What follows belongs to an exercise in optimizing a design on an open flow for small area, a short achievable clock period and few clock cycles; a production flow would make more cautious choices. No activity file was given, so power comes from the tool's default toggle rates.

==> exp/harbor: inputs <==
Design hxp_stream, start of the top module:
module hxp_stream (
    input  wire        clk,
    input  wire        rst,
    input  wire        in_valid,
    output wire        in_ready,
    input  wire [7:0]  in_data,
    input  wire        in_end,
    output wire        out_valid,
    input  wire        out_ready,
    output wire [31:0] out_addr,
    output wire [7:0]  out_len,
    output wire [7:0]  out_data,
    output wire        out_last,
    output wire        done,
    output wire [3:0]  res_code,
    output wire [31:0] res_line,
    output wire [15:0] res_ext,
    output wire [7:0]  res_calc,
    output wire [7:0]  res_decl,
    output wire [1:0]  res_cause
);
==> flow/config.mk <==
export PLATFORM = sky130hd
export DESIGN_NAME = hxp_stream
export DESIGN_NICKNAME = hxp_stream
export VERILOG_FILES = /design/flow/design.v
export SDC_FILE = /design/flow/constraint.sdc
export NUM_CORES = 4
export LEC_CHECK = 0
export CAP_MARGIN = 20
export CORE_MARGIN = 2
export CORE_UTILIZATION = 40
export CTS_BUF_LIST = sky130_fd_sc_hd__clkbuf_16 sky130_fd_sc_hd__clkbuf_8
export CTS_CLUSTER_DIAMETER = 100
export CTS_CLUSTER_SIZE = 28
export PLACE_DENSITY = 0.6
export SETUP_SLACK_MARGIN = 3.9
export SLEW_MARGIN = 20
==> flow/constraint.sdc <==
create_clock -name core_clock -period 6.5 [get_ports {clk}]
set_input_delay 1.3000 -clock core_clock [delete_from_list [all_inputs] [get_ports {clk}]]
set_output_delay 1.3000 -clock core_clock [all_outputs]
set_load 0.01 [all_outputs]
run.sh (not shown) runs the stock make flow with config.mk's settings and CLKGATE_MAP_FILE= SYNTH_SCRIPT=/design/flow/synth_recipe.tcl, a recipe that flattens the netlist after the stock synthesis.
==> inputs of exp/garnet, as changes to exp/harbor <==
--- a/flow/design.v
+++ b/flow/design.v
@@ -16,13 +16,13 @@
     output wire [31:0] res_line,
     output wire [15:0] res_ext,
     output wire [7:0]  res_calc,
     output wire [7:0]  res_decl,
     output wire [1:0]  res_cause
 );
-    localparam [10:0] LEAD = 11'd9;      
+    localparam [10:0] LEAD = 11'd10;     
     localparam [1:0] CAUSE_LENGTH   = 2'd0;
     localparam [1:0] CAUSE_DIGIT    = 2'd1;
     localparam [1:0] CAUSE_EXTSHORT = 2'd2;
     reg        is_hex_in;
     reg [3:0]  val_in;
     always @(*) begin
@@ -80,17 +80,15 @@
     localparam [1:0] P_FIN  = 2'd2;   
     localparam [1:0] P_DONE = 2'd3;   
     reg [1:0]  pstate;
     reg        done_r;
     reg [15:0] ext;
     reg [31:0] line_no;
-    reg        lo_ff;        
     reg        code3, code1;             
     reg [1:0]  cause;
-    reg [12:0] ps;           
-    reg        ps_hi;        
+    reg [3:0]  hp;           
     reg        odd;          
     reg        cand;         
     reg        cr12, cr3;    
     reg        bad12;        
     reg        badrest;      
     reg        ge3;          
@@ -102,27 +100,29 @@
     reg [7:0]  bc, ah, al, ck;
     reg        rt0, rt1, rt4;    
     reg        bc_lt2;           
     reg        cks_ok;           
     reg [7:0]  nsum;         
     reg        alloc;        
-    reg [7:0]  s0d;          
+    reg [7:0]  s0;           
+    reg [10:0] target;       
     reg        ev_pend;
     reg        e_good;           
     reg [1:0]  e_cause;          
-    reg [10:0] busy1;        
+    reg [7:0]  T;            
+    reg [10:0] busy;         
     reg [10:0] rsel;         
-    reg [3:0]  qt;           
+    reg [2:0]  qcnt;
     reg [1:0]  qwp, qrp;
     reg [7:0]  q0, q1, q2, q3;
     reg [7:0]  wdist;        
     reg        wen;          
     reg [4:0]  wsel;         
     reg [7:0]  wdat;
-    reg [3:0]  oldt;         
-    wire       flushed = !oldt[0];
+    reg [2:0]  oldcnt;       
+    wire       flushed = (oldcnt == 3'd0);
     reg        rd_armed;
     reg        rd_started;
     reg        rd_missed;
     reg [7:0]  rdist;        
     reg        rdz;          
     reg [7:0]  rd_cnt;       
@@ -134,36 +134,32 @@
     reg [2047:0] ring;
     wire reader_idle = !rd_armed && !ov;
     wire       is_end   = a_end;
     wire       is_lf    = !a_end && c_lf;
     wire       is_chr   = !a_end && !c_lf;
     wire [7:0] cur_byte = {hi_nib, c_val};
-    wire       pos0     = ps[0];
-    wire       pos12    = ps[1] || ps[2];
+    wire       pos0     = (hp == 4'd0);
+    wire       pos12    = (hp == 4'd1) || (hp == 4'd2);
     wire       pos_ge3  = !pos0 && !pos12;
-    wire       hp_ge10  = ps[10] || ps[11] || ps[12] || ps_hi;
+    wire       hp_ge10  = (hp >= 4'd10);
     wire       is_ck_lo = pos_ge3 && !beyond && left_z;
     wire       in_data_rgn = !odd && hp_ge10 && !beyond && !left_z;
     wire       act      = (pstate == P_ACT);
-    wire [10:0] target  = {2'b00, bc, 1'b0} + LEAD;
     wire       big      = rsel[8] || rsel[9] || rsel[10];
-    wire       do_alloc = cand && ps[9] && rt0;
+    wire       do_alloc = cand && (hp == 4'd9) && rt0;
     wire       do_push  = cand && alloc && in_data_rgn;
-    wire       q_full   = qt[3];
-    wire       q_nonempty = qt[0];
+    wire       q_full   = qcnt[2];
     wire       guard  = rd_armed && flushed && (!rd_started || rd_missed);
-    wire       pop_ok   = (wdist[2:0] == 3'd1) && !guard;
-    wire       push_ok  = !q_full || pop_ok;
     assign accept =
         (pstate == P_SKIP) ||
-        (act && (is_chr ? !(ev_pend && !pos0 && !ps[1])
-                          && !(do_alloc && (q_nonempty || (big && !reader_idle)))
-                          && !(do_push && !push_ok)
+        (act && (is_chr ? !(ev_pend && !pos0 && hp != 4'd1)
+                          && !(do_alloc && (qcnt != 3'd0 || (big && !reader_idle)))
+                          && !(do_push && q_full && !(wdist[2:0] == 3'd1 && !guard))
                         : !ev_pend));
     wire       step = a_valid && accept;
-    wire       push = a_valid && act && is_chr && do_push && !ev_pend && push_ok;
+    wire       push = step && act && is_chr && do_push;
     wire       v_cks   = e_good && !cks_ok;
     wire       v_ok    = e_good && cks_ok;
     wire       v_data  = v_ok && rt0;
     wire       v_eof   = v_ok && rt1;
     wire       v_ext   = v_ok && rt4;
     wire       v_xshort = v_ext && bc_lt2;
@@ -176,16 +172,16 @@
         2'd0: qhead = q0;
         2'd1: qhead = q1;
         2'd2: qhead = q2;
         default: qhead = q3;
         endcase
     end
-    wire       q_pop  = q_nonempty && pop_ok;
+    wire       q_pop  = (qcnt != 3'd0) && (wdist[2:0] == 3'd1) && !guard;
     wire       can_load = !ov || out_ready;
     wire       rd_go    = rd_armed && flushed && rdz && can_load;
-    wire [7:0] rd_init  = s0d - 8'd1;
+    wire [7:0] rd_init  = s0 - T - 8'd1;
     genvar gi;
     generate
         for (gi = 0; gi < 256; gi = gi + 1) begin : g_ring
             localparam integer NXT = (gi + 1) % 256;
             if ((NXT % 8) == 0) begin : g_w
                 wire sel = wen && (wsel == NXT / 8);
@@ -195,19 +191,20 @@
                 always @(posedge clk)
                     ring[gi*8 +: 8] <= ring[NXT*8 +: 8];
             end
         end
     endgenerate
     always @(posedge clk) begin
+        T <= T + 8'd1;
         cks_ok <= (nsum == ck);
-        rsel   <= (busy1 > target) ? busy1 : target;    
+        target <= {2'b00, bc, 1'b0} + LEAD;
+        rsel   <= (busy != 11'd0 && busy + 11'd1 > target) ? busy + 11'd1 : target;
         if (step && act && is_chr && do_alloc) begin
-            s0d   <= rsel[7:0] - 8'd1;
+            s0    <= T + rsel[7:0];
             wdist <= rsel[7:0] - 8'd1;
         end else begin
-            s0d   <= s0d - 8'd1;
             wdist <= wdist - (q_pop ? 8'd0 : 8'd1);
         end
         wsel <= wdist[7:3];
         wdat <= qhead;
         if (push) begin
             case (qwp)
@@ -217,34 +214,31 @@
             default: q3 <= cur_byte;
             endcase
         end
     end
     always @(posedge clk) begin
         if (rst) begin
-            qt     <= 4'd0;
+            qcnt   <= 3'd0;
             qwp    <= 2'd0;
             qrp    <= 2'd0;
             wen    <= 1'b0;
-            oldt   <= 4'd0;
-            busy1  <= 11'd1;
+            oldcnt <= 3'd0;
+            busy   <= 11'd0;
         end else begin
-            if (push && !q_pop)
-                qt <= {qt[2:0], 1'b1};
-            else if (q_pop && !push)
-                qt <= {1'b0, qt[3:1]};
+            qcnt <= qcnt + (push ? 3'd1 : 3'd0) - (q_pop ? 3'd1 : 3'd0);
             if (push)  qwp <= qwp + 2'd1;
             if (q_pop) qrp <= qrp + 2'd1;
             wen <= q_pop;
             if (disp)
-                oldt <= qt;
-            else if (wen)
-                oldt <= {1'b0, oldt[3:1]};
+                oldcnt <= qcnt;
+            else if (wen && !flushed)
+                oldcnt <= oldcnt - 3'd1;
             if (step && act && is_chr && do_alloc)
-                busy1 <= rsel + {3'b000, bc};
-            else if (busy1 != 11'd1)
-                busy1 <= busy1 - 11'd1;
+                busy <= rsel + {3'b000, bc} - 11'd1;
+            else if (busy != 11'd0)
+                busy <= busy - 11'd1;
         end
     end
     always @(posedge clk) begin
         if (disp) begin
             rdist <= rd_init;
             rdz   <= (rd_init == 8'd0);
@@ -262,13 +256,13 @@
                 rec_bc     <= bc;
                 rec_ah     <= ah;
                 rec_al     <= al;
                 rec_ext    <= ext;
                 rd_cnt     <= bc;
                 rd_started <= 1'b0;
-                rd_missed  <= (busy1 <= {3'b000, bc} + 11'd1);
+                rd_missed  <= (busy <= {3'b000, bc});
                 if (bc == 8'd0) begin
                     ov <= 1'b1;
                     ol <= 1'b1;
                 end else begin
                     rd_armed <= 1'b1;
                 end
@@ -294,14 +288,13 @@
     assign out_data  = od;
     assign out_last  = ol;
     assign out_addr  = {rec_ext, rec_ah, rec_al};
     assign out_len   = rec_bc;
     task automatic new_line;
         begin
-            ps      <= 13'd1;
-            ps_hi   <= 1'b0;
+            hp      <= 4'd0;
             odd     <= 1'b0;
             cand    <= 1'b0;
             cr12    <= 1'b0;
             cr3     <= 1'b0;
             bad12   <= 1'b0;
             badrest <= 1'b0;
@@ -310,16 +303,13 @@
             beyond  <= 1'b0;
             alloc   <= 1'b0;
         end
     endtask
     task automatic end_line;
         begin
-            line_no[7:0] <= line_no[7:0] + 8'd1;
-            if (lo_ff)
-                line_no[31:8] <= line_no[31:8] + 24'd1;
-            lo_ff     <= (line_no[7:0] == 8'hFE);
+            line_no   <= line_no + 32'd1;
             ev_pend   <= cand;
             e_good    <= ge3 && !bad12 && lastck && !badrest;
             e_cause   <= (!ge3 || (!bad12 && !lastck)) ? CAUSE_LENGTH : CAUSE_DIGIT;
             new_line;
         end
     endtask
@@ -327,13 +317,12 @@
         if (rst) begin
             pstate  <= P_ACT;
             done_r  <= 1'b0;
             ev_pend <= 1'b0;
             ext     <= 16'd0;
             line_no <= 32'd0;
-            lo_ff   <= 1'b0;
             code3   <= 1'b0;
             code1   <= 1'b0;
             cause   <= 2'd0;
             new_line;
         end else begin
             done_r <= 1'b0;
@@ -357,52 +346,54 @@
                     if (!pos0)
                         end_line;
                     else
                         new_line;
                     pstate <= P_FIN;
                 end else begin
-                    ps    <= {ps[11:0], 1'b0};
-                    ps_hi <= ps_hi || ps[12];
+                    hp  <= (hp == 4'd15) ? hp : hp + 4'd1;
                     odd <= !odd;
                     if (pos0) begin
                         cand <= c_colon;
                     end else if (cand) begin
                         if (c_cr) begin
                             if (pos12) cr12 <= 1'b1;
                             else       cr3  <= 1'b1;
                         end else begin
                             if (cr12 || (pos12 && !c_hex))   bad12   <= 1'b1;
                             if (cr3 || (pos_ge3 && !c_hex))  badrest <= 1'b1;
-                            if (!ps[1])                      ge3     <= 1'b1;
+                            if (hp != 4'd1)                  ge3     <= 1'b1;
                             lastck <= is_ck_lo;
                         end
                         if (pos_ge3 && !beyond) begin
                             left   <= left - 10'd1;
                             left_z <= (left == 10'd1);
                             if (left_z) beyond <= 1'b1;
                         end
                         if (odd) begin
                             hi_nib <= c_val;
                         end else begin
-                            if (ps[2]) begin
+                            case (hp)
+                            4'd2: begin
                                 bc     <= cur_byte;
                                 bc_lt2 <= (cur_byte < 8'd2);
                                 nsum   <= 8'd0 - cur_byte;
                                 left   <= {1'b0, cur_byte, 1'b0} + 10'd7;
                                 left_z <= 1'b0;
                             end
-                            if (ps[4]) ah <= cur_byte;
-                            if (ps[6]) al <= cur_byte;
-                            if (ps[8]) begin
+                            4'd4: ah <= cur_byte;
+                            4'd6: al <= cur_byte;
+                            4'd8: begin
                                 rt0 <= (cur_byte == 8'h00);
                                 rt1 <= (cur_byte == 8'h01);
                                 rt4 <= (cur_byte == 8'h04);
                             end
-                            if (ps[10] && rt4 && in_data_rgn) ah <= cur_byte;
-                            if (ps[12] && rt4 && in_data_rgn) al <= cur_byte;
-                            if (!ps[2] && !beyond && !left_z)
+                            4'd10: if (rt4 && in_data_rgn) ah <= cur_byte;
+                            4'd12: if (rt4 && in_data_rgn) al <= cur_byte;
+                            default: ;
+                            endcase
+                            if (hp != 4'd2 && !beyond && !left_z)
                                 nsum <= nsum - cur_byte;
                             if (is_ck_lo)
                                 ck <= cur_byte;
                         end
                         if (do_alloc)
                             alloc <= 1'b1;
@@ -417,13 +408,12 @@
                 done_r <= 1'b1;
             end
             default: begin
                 pstate  <= P_ACT;
                 ext     <= 16'd0;
                 line_no <= 32'd0;
-            lo_ff   <= 1'b0;
                 code3   <= 1'b0;
                 code1   <= 1'b0;
                 new_line;
             end
             endcase
         end
- CTS_BUF_LIST: sky130_fd_sc_hd__clkbuf_16 sky130_fd_sc_hd__clkbuf_8 -> sky130_fd_sc_hd__clkbuf_4 sky130_fd_sc_hd__clkbuf_8
- CTS_CLUSTER_DIAMETER: 100 -> unset
- CTS_CLUSTER_SIZE: 28 -> 30
- SETUP_SLACK_MARGIN: 3.9 -> 3.5
==> inputs of exp/raven, as changes to exp/harbor <==
--- a/flow/design.v
+++ b/flow/design.v
@@ -80,13 +80,12 @@
     localparam [1:0] P_FIN  = 2'd2;   
     localparam [1:0] P_DONE = 2'd3;   
     reg [1:0]  pstate;
     reg        done_r;
     reg [15:0] ext;
     reg [31:0] line_no;
-    reg        lo_ff;        
     reg        code3, code1;             
     reg [1:0]  cause;
     reg [12:0] ps;           
     reg        ps_hi;        
     reg        odd;          
     reg        cand;         
@@ -103,26 +102,27 @@
     reg        rt0, rt1, rt4;    
     reg        bc_lt2;           
     reg        cks_ok;           
     reg [7:0]  nsum;         
     reg        alloc;        
     reg [7:0]  s0d;          
+    reg [10:0] target;       
     reg        ev_pend;
     reg        e_good;           
     reg [1:0]  e_cause;          
-    reg [10:0] busy1;        
+    reg [10:0] busy;         
     reg [10:0] rsel;         
-    reg [3:0]  qt;           
+    reg [2:0]  qcnt;
     reg [1:0]  qwp, qrp;
     reg [7:0]  q0, q1, q2, q3;
     reg [7:0]  wdist;        
     reg        wen;          
     reg [4:0]  wsel;         
     reg [7:0]  wdat;
-    reg [3:0]  oldt;         
-    wire       flushed = !oldt[0];
+    reg [2:0]  oldcnt;       
+    wire       flushed = (oldcnt == 3'd0);
     reg        rd_armed;
     reg        rd_started;
     reg        rd_missed;
     reg [7:0]  rdist;        
     reg        rdz;          
     reg [7:0]  rd_cnt;       
@@ -141,29 +141,25 @@
     wire       pos12    = ps[1] || ps[2];
     wire       pos_ge3  = !pos0 && !pos12;
     wire       hp_ge10  = ps[10] || ps[11] || ps[12] || ps_hi;
     wire       is_ck_lo = pos_ge3 && !beyond && left_z;
     wire       in_data_rgn = !odd && hp_ge10 && !beyond && !left_z;
     wire       act      = (pstate == P_ACT);
-    wire [10:0] target  = {2'b00, bc, 1'b0} + LEAD;
     wire       big      = rsel[8] || rsel[9] || rsel[10];
     wire       do_alloc = cand && ps[9] && rt0;
     wire       do_push  = cand && alloc && in_data_rgn;
-    wire       q_full   = qt[3];
-    wire       q_nonempty = qt[0];
+    wire       q_full   = qcnt[2];
     wire       guard  = rd_armed && flushed && (!rd_started || rd_missed);
-    wire       pop_ok   = (wdist[2:0] == 3'd1) && !guard;
-    wire       push_ok  = !q_full || pop_ok;
     assign accept =
         (pstate == P_SKIP) ||
         (act && (is_chr ? !(ev_pend && !pos0 && !ps[1])
-                          && !(do_alloc && (q_nonempty || (big && !reader_idle)))
-                          && !(do_push && !push_ok)
+                          && !(do_alloc && (qcnt != 3'd0 || (big && !reader_idle)))
+                          && !(do_push && q_full && !(wdist[2:0] == 3'd1 && !guard))
                         : !ev_pend));
     wire       step = a_valid && accept;
-    wire       push = a_valid && act && is_chr && do_push && !ev_pend && push_ok;
+    wire       push = step && act && is_chr && do_push;
     wire       v_cks   = e_good && !cks_ok;
     wire       v_ok    = e_good && cks_ok;
     wire       v_data  = v_ok && rt0;
     wire       v_eof   = v_ok && rt1;
     wire       v_ext   = v_ok && rt4;
     wire       v_xshort = v_ext && bc_lt2;
@@ -176,13 +172,13 @@
         2'd0: qhead = q0;
         2'd1: qhead = q1;
         2'd2: qhead = q2;
         default: qhead = q3;
         endcase
     end
-    wire       q_pop  = q_nonempty && pop_ok;
+    wire       q_pop  = (qcnt != 3'd0) && (wdist[2:0] == 3'd1) && !guard;
     wire       can_load = !ov || out_ready;
     wire       rd_go    = rd_armed && flushed && rdz && can_load;
     wire [7:0] rd_init  = s0d - 8'd1;
     genvar gi;
     generate
         for (gi = 0; gi < 256; gi = gi + 1) begin : g_ring
@@ -196,13 +192,14 @@
                     ring[gi*8 +: 8] <= ring[NXT*8 +: 8];
             end
         end
     endgenerate
     always @(posedge clk) begin
         cks_ok <= (nsum == ck);
-        rsel   <= (busy1 > target) ? busy1 : target;    
+        target <= {2'b00, bc, 1'b0} + LEAD;
+        rsel   <= (busy != 11'd0 && busy + 11'd1 > target) ? busy + 11'd1 : target;
         if (step && act && is_chr && do_alloc) begin
             s0d   <= rsel[7:0] - 8'd1;
             wdist <= rsel[7:0] - 8'd1;
         end else begin
             s0d   <= s0d - 8'd1;
             wdist <= wdist - (q_pop ? 8'd0 : 8'd1);
@@ -217,34 +214,34 @@
             default: q3 <= cur_byte;
             endcase
         end
     end
     always @(posedge clk) begin
         if (rst) begin
-            qt     <= 4'd0;
+            qcnt   <= 3'd0;
             qwp    <= 2'd0;
             qrp    <= 2'd0;
             wen    <= 1'b0;
-            oldt   <= 4'd0;
-            busy1  <= 11'd1;
+            oldcnt <= 3'd0;
+            busy   <= 11'd0;
         end else begin
             if (push && !q_pop)
-                qt <= {qt[2:0], 1'b1};
+                qcnt <= qcnt + 3'd1;
             else if (q_pop && !push)
-                qt <= {1'b0, qt[3:1]};
+                qcnt <= qcnt - 3'd1;
             if (push)  qwp <= qwp + 2'd1;
             if (q_pop) qrp <= qrp + 2'd1;
             wen <= q_pop;
             if (disp)
-                oldt <= qt;
-            else if (wen)
-                oldt <= {1'b0, oldt[3:1]};
+                oldcnt <= qcnt;
+            else if (wen && !flushed)
+                oldcnt <= oldcnt - 3'd1;
             if (step && act && is_chr && do_alloc)
-                busy1 <= rsel + {3'b000, bc};
-            else if (busy1 != 11'd1)
-                busy1 <= busy1 - 11'd1;
+                busy <= rsel + {3'b000, bc} - 11'd1;
+            else if (busy != 11'd0)
+                busy <= busy - 11'd1;
         end
     end
     always @(posedge clk) begin
         if (disp) begin
             rdist <= rd_init;
             rdz   <= (rd_init == 8'd0);
@@ -262,13 +259,13 @@
                 rec_bc     <= bc;
                 rec_ah     <= ah;
                 rec_al     <= al;
                 rec_ext    <= ext;
                 rd_cnt     <= bc;
                 rd_started <= 1'b0;
-                rd_missed  <= (busy1 <= {3'b000, bc} + 11'd1);
+                rd_missed  <= (busy <= {3'b000, bc});
                 if (bc == 8'd0) begin
                     ov <= 1'b1;
                     ol <= 1'b1;
                 end else begin
                     rd_armed <= 1'b1;
                 end
@@ -310,16 +307,13 @@
             beyond  <= 1'b0;
             alloc   <= 1'b0;
         end
     endtask
     task automatic end_line;
         begin
-            line_no[7:0] <= line_no[7:0] + 8'd1;
-            if (lo_ff)
-                line_no[31:8] <= line_no[31:8] + 24'd1;
-            lo_ff     <= (line_no[7:0] == 8'hFE);
+            line_no   <= line_no + 32'd1;
             ev_pend   <= cand;
             e_good    <= ge3 && !bad12 && lastck && !badrest;
             e_cause   <= (!ge3 || (!bad12 && !lastck)) ? CAUSE_LENGTH : CAUSE_DIGIT;
             new_line;
         end
     endtask
@@ -327,13 +321,12 @@
         if (rst) begin
             pstate  <= P_ACT;
             done_r  <= 1'b0;
             ev_pend <= 1'b0;
             ext     <= 16'd0;
             line_no <= 32'd0;
-            lo_ff   <= 1'b0;
             code3   <= 1'b0;
             code1   <= 1'b0;
             cause   <= 2'd0;
             new_line;
         end else begin
             done_r <= 1'b0;
@@ -417,13 +410,12 @@
                 done_r <= 1'b1;
             end
             default: begin
                 pstate  <= P_ACT;
                 ext     <= 16'd0;
                 line_no <= 32'd0;
-            lo_ff   <= 1'b0;
                 code3   <= 1'b0;
                 code1   <= 1'b0;
                 new_line;
             end
             endcase
         end
- CORE_UTILIZATION: 40 -> 60
- CTS_CLUSTER_SIZE: 28 -> 24
- PLACE_DENSITY: 0.6 -> 0.75
- SETUP_SLACK_MARGIN: 3.9 -> 4.5
==> comparison table <==
Number of flops mapped to enable cells by yosys: exp/harbor 179; exp/raven 179; exp/garnet 187
Slew at the pin closest to its max-slew limit: exp/harbor 847 ps; exp/raven 1070 ps; exp/garnet 1050 ps
Per-cell routed wire length: exp/harbor 15.6 um; exp/raven 19.9 um; exp/garnet 15.1 um
Root buf cell: exp/harbor sky130_fd_sc_hd__clkbuf_16; exp/raven sky130_fd_sc_hd__clkbuf_16; exp/garnet sky130_fd_sc_hd__clkbuf_8
Worst Hold Path EP: exp/harbor ring[678]; exp/raven ring[1439]; exp/garnet ring[646]
Internal Dissipation: exp/harbor 18.1 mW; exp/raven 19.6 mW; exp/garnet 22.5 mW
Max Freq: exp/harbor 364 MHz; exp/raven 344 MHz; exp/garnet 324 MHz
Iter 0 DRT Violations: exp/harbor 1276; exp/raven 2500; exp/garnet 1200
Slowest-stage cell, CP: exp/harbor sky130_fd_sc_hd__edfxtp_1; exp/raven sky130_fd_sc_hd__dfxtp_2; exp/garnet sky130_fd_sc_hd__a221o_1
Final non-clock buffer share: exp/harbor 2.91%; exp/raven 5.86%; exp/garnet 2.34%
Setup slack on the worst flop-to-flop path: exp/harbor 3780 ps; exp/raven 3590 ps; exp/garnet 3410 ps
Share of Yosys cell area claimed by the top area cell type: exp/harbor 74.3%; exp/raven 73.5%; exp/garnet 72.9%
Result of the run: exp/harbor no timing/DRC/antenna violations; exp/raven no timing/DRC/antenna violations; exp/garnet no timing/DRC/antenna violations
Part of the cycle the worst path needs: exp/harbor 42.3%; exp/raven 44.7%; exp/garnet 47.5%
Switching part of the total power: exp/harbor 21.8%; exp/raven 24.2%; exp/garnet 21.8%
Core Region: exp/harbor 147000 um2; exp/raven 99700 um2; exp/garnet 150000 um2
Headroom to the max-slew limit: exp/harbor 43.3%; exp/raven 28.7%; exp/garnet 30.2%
Total length of routed met2 wires: exp/harbor 38.8 mm; exp/raven 51.5 mm; exp/garnet 42.7 mm
No run of this note included a check of the RTL's function; only the layout flow was run.

afterwards: timing with drivers on the ports:
No port has a modelled driver above. Below, the same layouts with a new extraction and two added sets of constraints. Step 1: set_driving_cell puts a clkbuf_16 on clk and a buf_2 on each other input, an assumption about the parent block. Step 2 adds t to the input delays and takes it off the output delays; t is the mean of the earliest and latest rising clock arrival at the registers after step 1. Input paths then give back, and output paths get back, about the clock's delay inside the block. Three values: ideal, step 1, step 2; two values: the first two.
run	t, ns	setup WS [ns]	worst hold slack (ns)	worst data-port slew with drivers (ns)
exp/harbor	0.797	3.750 / 3.670 / 3.251	0.302 / 0.302 / 0.302	0.04
exp/garnet	0.997	3.412 / 3.412 / 2.639	0.255 / 0.255 / 0.255	0.07
exp/raven	0.756	3.592 / 3.592 / 3.524	0.303 / 0.303 / 0.303	0.06
After both steps every run listed still meets setup and hold. For exp/garnet, which loses most, drivers alone change the setup slack by 0.000 ns; drivers and shift together by -0.773 ns.
